This is an optimization exercise on Yosys and OpenROAD, whose aim is small area and a short achievable clock period, not a production implementation. The RTL was checked by simulation tests, not by an equivalence proof against the original design. Power figures rest on the tool's default switching activity, not on a simulated workload.

File: design/flow/config.mk
export PLATFORM = sky130hd
export DESIGN_NAME = glorb_core
export DESIGN_NICKNAME = glorb_core
export VERILOG_FILES = /design/flow/design.v
export SDC_FILE = /design/flow/constraint.sdc
export NUM_CORES = 4
export LEC_CHECK = 0
export CAP_MARGIN = 20
export CORE_MARGIN = 2
export CORE_UTILIZATION = 40
export PLACE_DENSITY = 0.6
export SLEW_MARGIN = 20
File: design/flow/constraint.sdc
create_clock -name core_clock -period 4.0 [get_ports {clk}]
set_input_delay 0.8000 -clock core_clock [delete_from_list [all_inputs] [get_ports {clk}]]
set_output_delay 0.8000 -clock core_clock [all_outputs]
set_load 0.01 [all_outputs]
File: design/flow/design.v
module glorb_fifo #(
    parameter WIDTH = 36,
    parameter DEPTH = 4,
    parameter AW    = 2
) (
    input  wire             clk,
    input  wire             rst_n,
    input  wire             push,
    input  wire [WIDTH-1:0] din,
    input  wire             pop,
    output wire [WIDTH-1:0] dout,
    output wire             empty,
    output wire             full
);
    reg [WIDTH-1:0] mem [0:DEPTH-1];
    reg [AW-1:0]    wr_ptr;
    reg [AW-1:0]    rd_ptr;
    reg [AW:0]      count;
    assign dout  = mem[rd_ptr];
    assign empty = (count == 0);
    assign full  = (count == DEPTH);
    always @(posedge clk) begin
        if (push)
            mem[wr_ptr] <= din;
    end
    always @(posedge clk or negedge rst_n) begin
        if (!rst_n) begin
            wr_ptr <= {AW{1'b0}};
            rd_ptr <= {AW{1'b0}};
            count  <= {(AW+1){1'b0}};
        end else begin
            if (push)
                wr_ptr <= (wr_ptr == DEPTH-1) ? {AW{1'b0}} : wr_ptr + 1'b1;
            if (pop)
                rd_ptr <= (rd_ptr == DEPTH-1) ? {AW{1'b0}} : rd_ptr + 1'b1;
            case ({push, pop})
                2'b10:   count <= count + 1'b1;
                2'b01:   count <= count - 1'b1;
                default: count <= count;
            endcase
        end
    end
endmodule
module glorb_frame_encoder #(
    parameter [7:0]  P_HEADER = 8'h0F,
    parameter [15:0] P_THR_HI = 16'd1807,
    parameter [15:0] P_THR_LO = 16'd240,
    parameter [15:0] P_AUX    = 16'd240,
    parameter [15:0] P_FILL   = 16'd0
) (
    input  wire [33:0]  cmd,       
    output reg  [199:0] frame
);
    reg [15:0]  ch [0:15];
    reg [175:0] stream;
    integer i, k;
    always @* begin
        for (i = 0; i < 16; i = i + 1)
            ch[i] = P_FILL;
        ch[0] = cmd[15:0];
        ch[2] = cmd[31:16];
        ch[4] = cmd[33] ? P_THR_HI : P_THR_LO;
        ch[5] = cmd[32] ? P_THR_HI : P_THR_LO;
        ch[6] = P_AUX;
        ch[7] = P_AUX;
        for (k = 0; k < 176; k = k + 1)
            stream[k] = ch[k / 11][k % 11];
        frame            = 200'd0;
        frame[7:0]       = P_HEADER;
        frame[183:8]     = stream;
        frame[199:184]   = 16'h0000;    
    end
endmodule
module glorb_core (
    input  wire        clk,
    input  wire        rst_n,
    input  wire        l_valid,
    input  wire [35:0] l_data,
    output wire        l_ready,
    input  wire        r_valid,
    input  wire [35:0] r_data,
    output wire        r_ready,
    output wire [7:0]  tx_data,
    output wire        tx_valid,
    input  wire        tx_ready,
    input  wire        tx_err,
    output wire        st_l_fwd,
    output wire        st_l_armed,
    output wire        st_r_fwd,
    output wire        st_r_armed,
    output wire        st_mix_armed,
    output wire        st_mix_fwd,
    output wire        st_tx_failed,
    output wire        st_idle
);
    localparam [7:0]  P_HEADER = 8'h0F;
    localparam [15:0] P_THR_HI = 16'd1807;
    localparam [15:0] P_THR_LO = 16'd240;
    localparam [15:0] P_AUX    = 16'd240;
    localparam [15:0] P_FILL   = 16'd0;
    localparam [1:0] S_IDLE   = 2'b00;
    localparam [1:0] S_SEND   = 2'b01;
    localparam [1:0] S_FAILED = 2'b10;
    reg         run;           
    reg         l_fwd, l_armed;
    reg         r_fwd, r_armed;
    reg         arb_last;      
    reg [1:0]   estate;
    reg [4:0]   idx;
    reg [199:0] frame_buf;
    wire failed = (estate == S_FAILED);
    wire [35:0] ql_head, qr_head;
    wire        ql_empty, ql_full, qr_empty, qr_full;
    wire        take_l, take_r;
    assign l_ready = run & ~ql_full;
    assign r_ready = run & ~qr_full;
    glorb_fifo #(.WIDTH(36), .DEPTH(4), .AW(2)) u_ql (
        .clk(clk), .rst_n(rst_n),
        .push(l_valid & l_ready), .din(l_data),
        .pop(take_l), .dout(ql_head),
        .empty(ql_empty), .full(ql_full)
    );
    glorb_fifo #(.WIDTH(36), .DEPTH(4), .AW(2)) u_qr (
        .clk(clk), .rst_n(rst_n),
        .push(r_valid & r_ready), .din(r_data),
        .pop(take_r), .dout(qr_head),
        .empty(qr_empty), .full(qr_full)
    );
    wire [33:0] qc_head;
    wire        qc_empty, qc_full;
    wire        qc_pop;
    wire stall = qc_full & ~failed;
    assign take_l = ~stall & ~ql_empty & (qr_empty | arb_last);
    assign take_r = ~stall & ~qr_empty & (ql_empty | ~arb_last);
    wire take = take_l | take_r;
    wire [35:0] w         = take_l ? ql_head : qr_head;
    wire        own_fwd   = take_l ? l_fwd   : r_fwd;
    wire        own_armed = take_l ? l_armed : r_armed;
    wire        oth_fwd   = take_l ? r_fwd   : l_fwd;
    wire        oth_armed = take_l ? r_armed : l_armed;
    wire new_armed = w[34] ? ~own_armed : own_armed;
    reg  new_fwd;
    always @* begin
        case (w[33:32])
            2'b00:   new_fwd = own_fwd;
            2'b01:   new_fwd = 1'b1;
            2'b10:   new_fwd = 1'b0;
            default: new_fwd = ~own_fwd;
        endcase
    end
    wire snap_l_fwd   = take_l ? new_fwd   : oth_fwd;
    wire snap_l_armed = take_l ? new_armed : oth_armed;
    wire snap_r_fwd   = take_l ? oth_fwd   : new_fwd;
    wire snap_r_armed = take_l ? oth_armed : new_armed;
    reg mix_armed, mix_fwd;
    always @* begin
        mix_armed = snap_l_armed | snap_r_armed;
        if (snap_l_armed & snap_r_armed)
            mix_fwd = (snap_l_fwd == snap_r_fwd) ? snap_l_fwd : 1'b1;
        else if (snap_l_armed)
            mix_fwd = snap_l_fwd;
        else if (snap_r_armed)
            mix_fwd = snap_r_fwd;
        else
            mix_fwd = 1'b1;
    end
    wire gate    = new_armed & ~oth_armed;
    wire is_err  = w[35];
    wire qc_push = take & ~is_err & gate & ~failed;
    wire [33:0] cmd_in = {mix_armed, mix_fwd, w[31:16], w[15:0]};
    always @(posedge clk or negedge rst_n) begin
        if (!rst_n) begin
            run      <= 1'b0;
            l_fwd    <= 1'b1;
            l_armed  <= 1'b0;
            r_fwd    <= 1'b1;
            r_armed  <= 1'b0;
            arb_last <= 1'b1;
        end else begin
            run <= 1'b1;
            if (take) begin
                arb_last <= take_r;
                if (!is_err) begin
                    if (take_l) begin
                        l_fwd   <= new_fwd;
                        l_armed <= new_armed;
                    end else begin
                        r_fwd   <= new_fwd;
                        r_armed <= new_armed;
                    end
                end
            end
        end
    end
    glorb_fifo #(.WIDTH(34), .DEPTH(4), .AW(2)) u_qc (
        .clk(clk), .rst_n(rst_n),
        .push(qc_push), .din(cmd_in),
        .pop(qc_pop), .dout(qc_head),
        .empty(qc_empty), .full(qc_full)
    );
    wire [199:0] frame_next;
    glorb_frame_encoder #(
        .P_HEADER(P_HEADER), .P_THR_HI(P_THR_HI), .P_THR_LO(P_THR_LO),
        .P_AUX(P_AUX), .P_FILL(P_FILL)
    ) u_enc (
        .cmd(qc_head),
        .frame(frame_next)
    );
    assign qc_pop = ~qc_empty & ((estate == S_IDLE) | failed);
    wire   load   = ~qc_empty & (estate == S_IDLE);
    always @(posedge clk) begin
        if (load)
            frame_buf <= frame_next;
    end
    always @(posedge clk or negedge rst_n) begin
        if (!rst_n) begin
            estate <= S_IDLE;
            idx    <= 5'd0;
        end else begin
            case (estate)
                S_IDLE: begin
                    if (load) begin
                        idx    <= 5'd0;
                        estate <= S_SEND;
                    end
                end
                S_SEND: begin
                    if (tx_err) begin
                        estate <= S_FAILED;
                    end else if (tx_ready) begin
                        if (idx == 5'd24) begin
                            estate <= S_IDLE;
                        end else begin
                            idx <= idx + 5'd1;
                        end
                    end
                end
                default: estate <= S_FAILED;
            endcase
        end
    end
    assign tx_valid = (estate == S_SEND);
    assign tx_data  = frame_buf[idx*8 +: 8];
    assign st_l_fwd     = l_fwd;
    assign st_l_armed   = l_armed;
    assign st_r_fwd     = r_fwd;
    assign st_r_armed   = r_armed;
    assign st_mix_armed = l_armed | r_armed;
    assign st_mix_fwd   = (l_armed & r_armed) ? (l_fwd | r_fwd) :
                          l_armed ? l_fwd :
                          r_armed ? r_fwd : 1'b1;
    assign st_tx_failed = failed;
    assign st_idle      = ql_empty & qr_empty & qc_empty & (estate != S_SEND);
endmodule
File: design/flow/run.sh
#!/bin/bash
# synth_recipe.tcl (not shown) runs the flow's synth.tcl, then flattens the netlist and writes it again
# the make line also repeats each setting of config.mk as NAME=value (left out here)
make -C /OpenROAD-flow-scripts/flow DESIGN_CONFIG=/design/flow/config.mk WORK_HOME=/design/flow/orfs CLKGATE_MAP_FILE= SYNTH_SCRIPT=/design/flow/synth_recipe.tcl finish
==> notes.md <==
- Mean Syn Cell Area: 19.72 sq um
- Final Util: 48.08%
- Post-synth EDFFs: 330
- Initial DRC count: 456
- Top cell type's share of synthesized area: 68.11%
- Clk latency of the worst-skew pair: 510 ps
- Net Count, Synth: 839
- Synth Cell Area: 14550 sq um
- Global-route wire length before repair: 41140 microns
- Area Growth Syn to Fin: 17.83%
- Status: no timing/DRC/antenna violations
- WL final: 26440 microns
- CTS root buf: clkbuf_16
- Hold Vio Cnt, Final: 0
- Crit path buf inv count: 1
- Setup CP Type: reg2out
- Synth unique cells: 60
- Initial antenna violation count: 0
- Placed insts: 1264
- Max_cap viols: 0
- Non-Filler Instances: 1331
- Num ports: 97
- Setup TNS Final: 0 ps
- Slew Viols, Final: 0
- Wire per inst: 19.86 microns
- Fraction of layout cells with a size suffix above 1: 22.64%
- Most common cell after layout, fill and taps aside: edfxtp_1
- Synth warn: 5
- RSZ-0062 raised after global routing: no
- Post-Synthesis Cells: 738
- Die width: 194.7 microns
- DRC viols: 0
- Max IR drop VDD: 317.9 uV
- Hold WC Path Type: in2async
- Post-route clock period utilization: 89.72%
- Max Root-Sink Buffers: 3
- Synth async-reset ratio: 9.341%
- Core area: 35660 sq um
- H-tree depth: 2
- Sequential share of the synthesized area: 73.98%
- Layout fillers: 2969
- Final instance area: 17140 sq um
- Largest area contributor in the netlist: edfxtp_1
- Die ar.: 37920 sq um
- Post-DP HPWL: 16960 microns
- Worst setup margin: 411.2 ps
- Crit-path cells: nor2_1 -> a22oi_1 -> o221a_2 -> a211oi_1 -> clkdlybuf4s50_1
- Crit path largest cell delay: 580 ps
- Cell Pwr Density: 730.3 nW/um^2
- Crit-path max FO: 15
- Setup Skew: 11.14 ps
- CTS tree: built
- Synth Flop Type: edfxtp_1
- Setup-failing EPs final: 0
- GPL Wtd Cong: 0.7828
- Largest cells by area after synthesis: edfxtp_1 (68%), mux4_2 (12%), dfrtp_1 (5.3%), mux2_2 (2.2%), ha_1 (1.7%)
- CP delay by family, top: compound AO/OA/AOI/OAI gates
- Fin nets: 944
- CP Data Required Time: 3200 ps
- Worst setup SP type: register
- I/O Buffers: 76
- Row count: 69
- Fin crit period: 3589 ps
- Tot GR Track Use: 14.19%
- Highest-delay cell along the critical path: clkdlybuf4s50_1
- Leakage: 0.005705 uW
- Slew headroom: 45.34%
- Hold Buf Count CTS: 0
- Clock-pin slew on the worst setup and hold paths: 60 ps
- CP endpoint kind: output port
- Clk sink count: 364
- Placed Area: 15910 sq um
- Clock buffer count from CTS: 38
- Vias in the first global route: 7044
- Slew at the pin closest to its max-slew limit: 819.9 ps
- Detail Route Antenna Nets: 0
- Post-cts sizing count: 0
- Setup WS pre-CTS: 910.2 ps
- Fmax: 0.2786 GHz
- Initial Utilization: 40.81%
- Gr ovfl total: 0
- DR pass1 iterations: 4
- Die Height: 194.7 microns
- Routed vias: 6807
- Vias/cell: 5.114
- Most frequent cells in the layout: edfxtp_1 (330), mux4_2 (75), clkdlybuf4s50_1 (75)
- Seq cells post-synth: 364
- CP arrival: 2790 ps
- Largest net degree at the start of global routing: 36
- N_diodes: 0
- Post-CTS Setup Repair Bufs: 0
-- logic make-up (layout without fill, tap and decap cells) --
| group | Yosys count | count (layout) | synth area share [%] |
|---|---|---|---|
| and+or+nand+nor | 97 | 97 | 3.397 |
| DFF | 364 | 364 | 73.98 |
| adders and majority gates | 23 | 23 | 2.133 |
| other | 1 | 1 | 0.02577 |
| AOI/OAI and AO/OA | 67 | 67 | 3.062 |
| xor gates and xnor gates | 16 | 16 | 1.015 |
| muxes | 115 | 115 | 14.79 |
| buffers and inverters | 55 | 187 | 1.599 |
-- state kept, by name, summed over array words and instances, names as in the netlist, 3 cells and up --
register,cells
u_qc.mem,96
frame_buf,26
u_qr.mem,104
idx,5
u_qr.count,3
u_ql.mem,104
u_ql.count,3
u_qc.count,3
-- final timing paths --
kind,startpoint,to,slack (ps),cells past startpoint
worst max-delay path,idx[1],tx_data[6],410,5
worst min-delay path,rst_n,run,360,1
worst max register to register,u_qr.count[2],u_qc.count[1],990,8
worst min register to register,u_ql.count[2],u_ql.count[2],500,1
max in group asynchronous,rst_n,u_ql.rd_ptr[0],3050,1
min in group core_clock,u_ql.count[2],u_ql.count[2],500,1
-- per-stage QoR --
stage	power (uW)	hold WS [ps]
after floorplan	8058	455.2
after global placement	9126	482.4
after detailed placement	9207	490.8
after CTS	12700	401.7
after global routing	13230	423.0
final	12520	363.6
-- cells in the mapped netlist, drive strengths merged, types with 2 or more instances --
cell type  count
nor2          24
and3           8
nor2b          7
mux2          31
a211oi         5
edfxtp       330
a32oi          2
nor4           2
buf           16
inv           23
a22oi          4
nand2b         3
a21oi         10
dfrtp         31
mux4          75
clkbuf        15
xnor2          8
mux2i          9
a31oi          4
a21boi         2
o21ai         23
nor3           6
a21o           5
xor2           8
fa             3
nand4          2
nand3          7
ha            20
nor3b          2
o31ai          2
nand2         28
dfstp          3
or3            2
-- layout make-up --
type	instances	area [sq um]	area share [%]
multi-input combinational	319	3566	20.80
sequential	364	10770	62.80
clock buffer	53	1069	6.233
tap	461	576.8	3.364
inverter	24	90.09	0.5255
timing repair buffer	96	905.9	5.284
clock inverter	14	170.2	0.9926
-- metal layers --
layer | track usage, % | vias to the layer above | routed length, microns
li1 | - | 3165 | -
met1 | 20.19 | 3482 | 12270
met2 | 22.55 | 116 | 12570
met3 | 2.447 | 44 | 1063
met4 | 4.245 | 0 | 538
met5 | 0 | - | 0
-- where the power goes --
part / total [uW] / internal [uW] / switching [uW]
logic: 3640 / 1730 / 1910
clock network: 3470 / 2120 / 1350
registers: 5410 / 5050 / 353
total: 12500 / 8910 / 3610
-- worst register-to-register path: stages, from the launching register on --
cell and delay, ps:
dfrtp_1 410, nor3_1 670, nand2b_1 200, nand3_1 240, nor4_2 100, mux2i_4 330, ha_1 290, fa_1 410
mux2_2 260

## what the ideal ports hide
The flow's constraints put no driver on any port. The routed layout listed below was extracted and timed again, unchanged, in two steps. Step 1 (the two cells are an assumption about what drives the block):
set clk [get_ports {clk}]
set_driving_cell -lib_cell sky130_fd_sc_hd__clkbuf_16 $clk
set_driving_cell -lib_cell sky130_fd_sc_hd__buf_2 [delete_from_list [all_inputs] $clk]
Step 2, shift: input delay + t, output delay - t, t = (earliest + latest rising clock arrival at the registers) / 2. This alone moves slack from input paths to output paths. Three values: ideal ports, drivers, drivers and shift; two values: the first two.
t, ns: 0.557
setup slack, ns: 0.411 / 0.362 / 0.919
worst setup path at the end: register to output
worst data-port slew with drivers (ns): 0.06
After both steps setup and hold are still met in this run. The setup slack of this run moves by -0.049 ns with the drivers and by +0.508 ns with both steps.
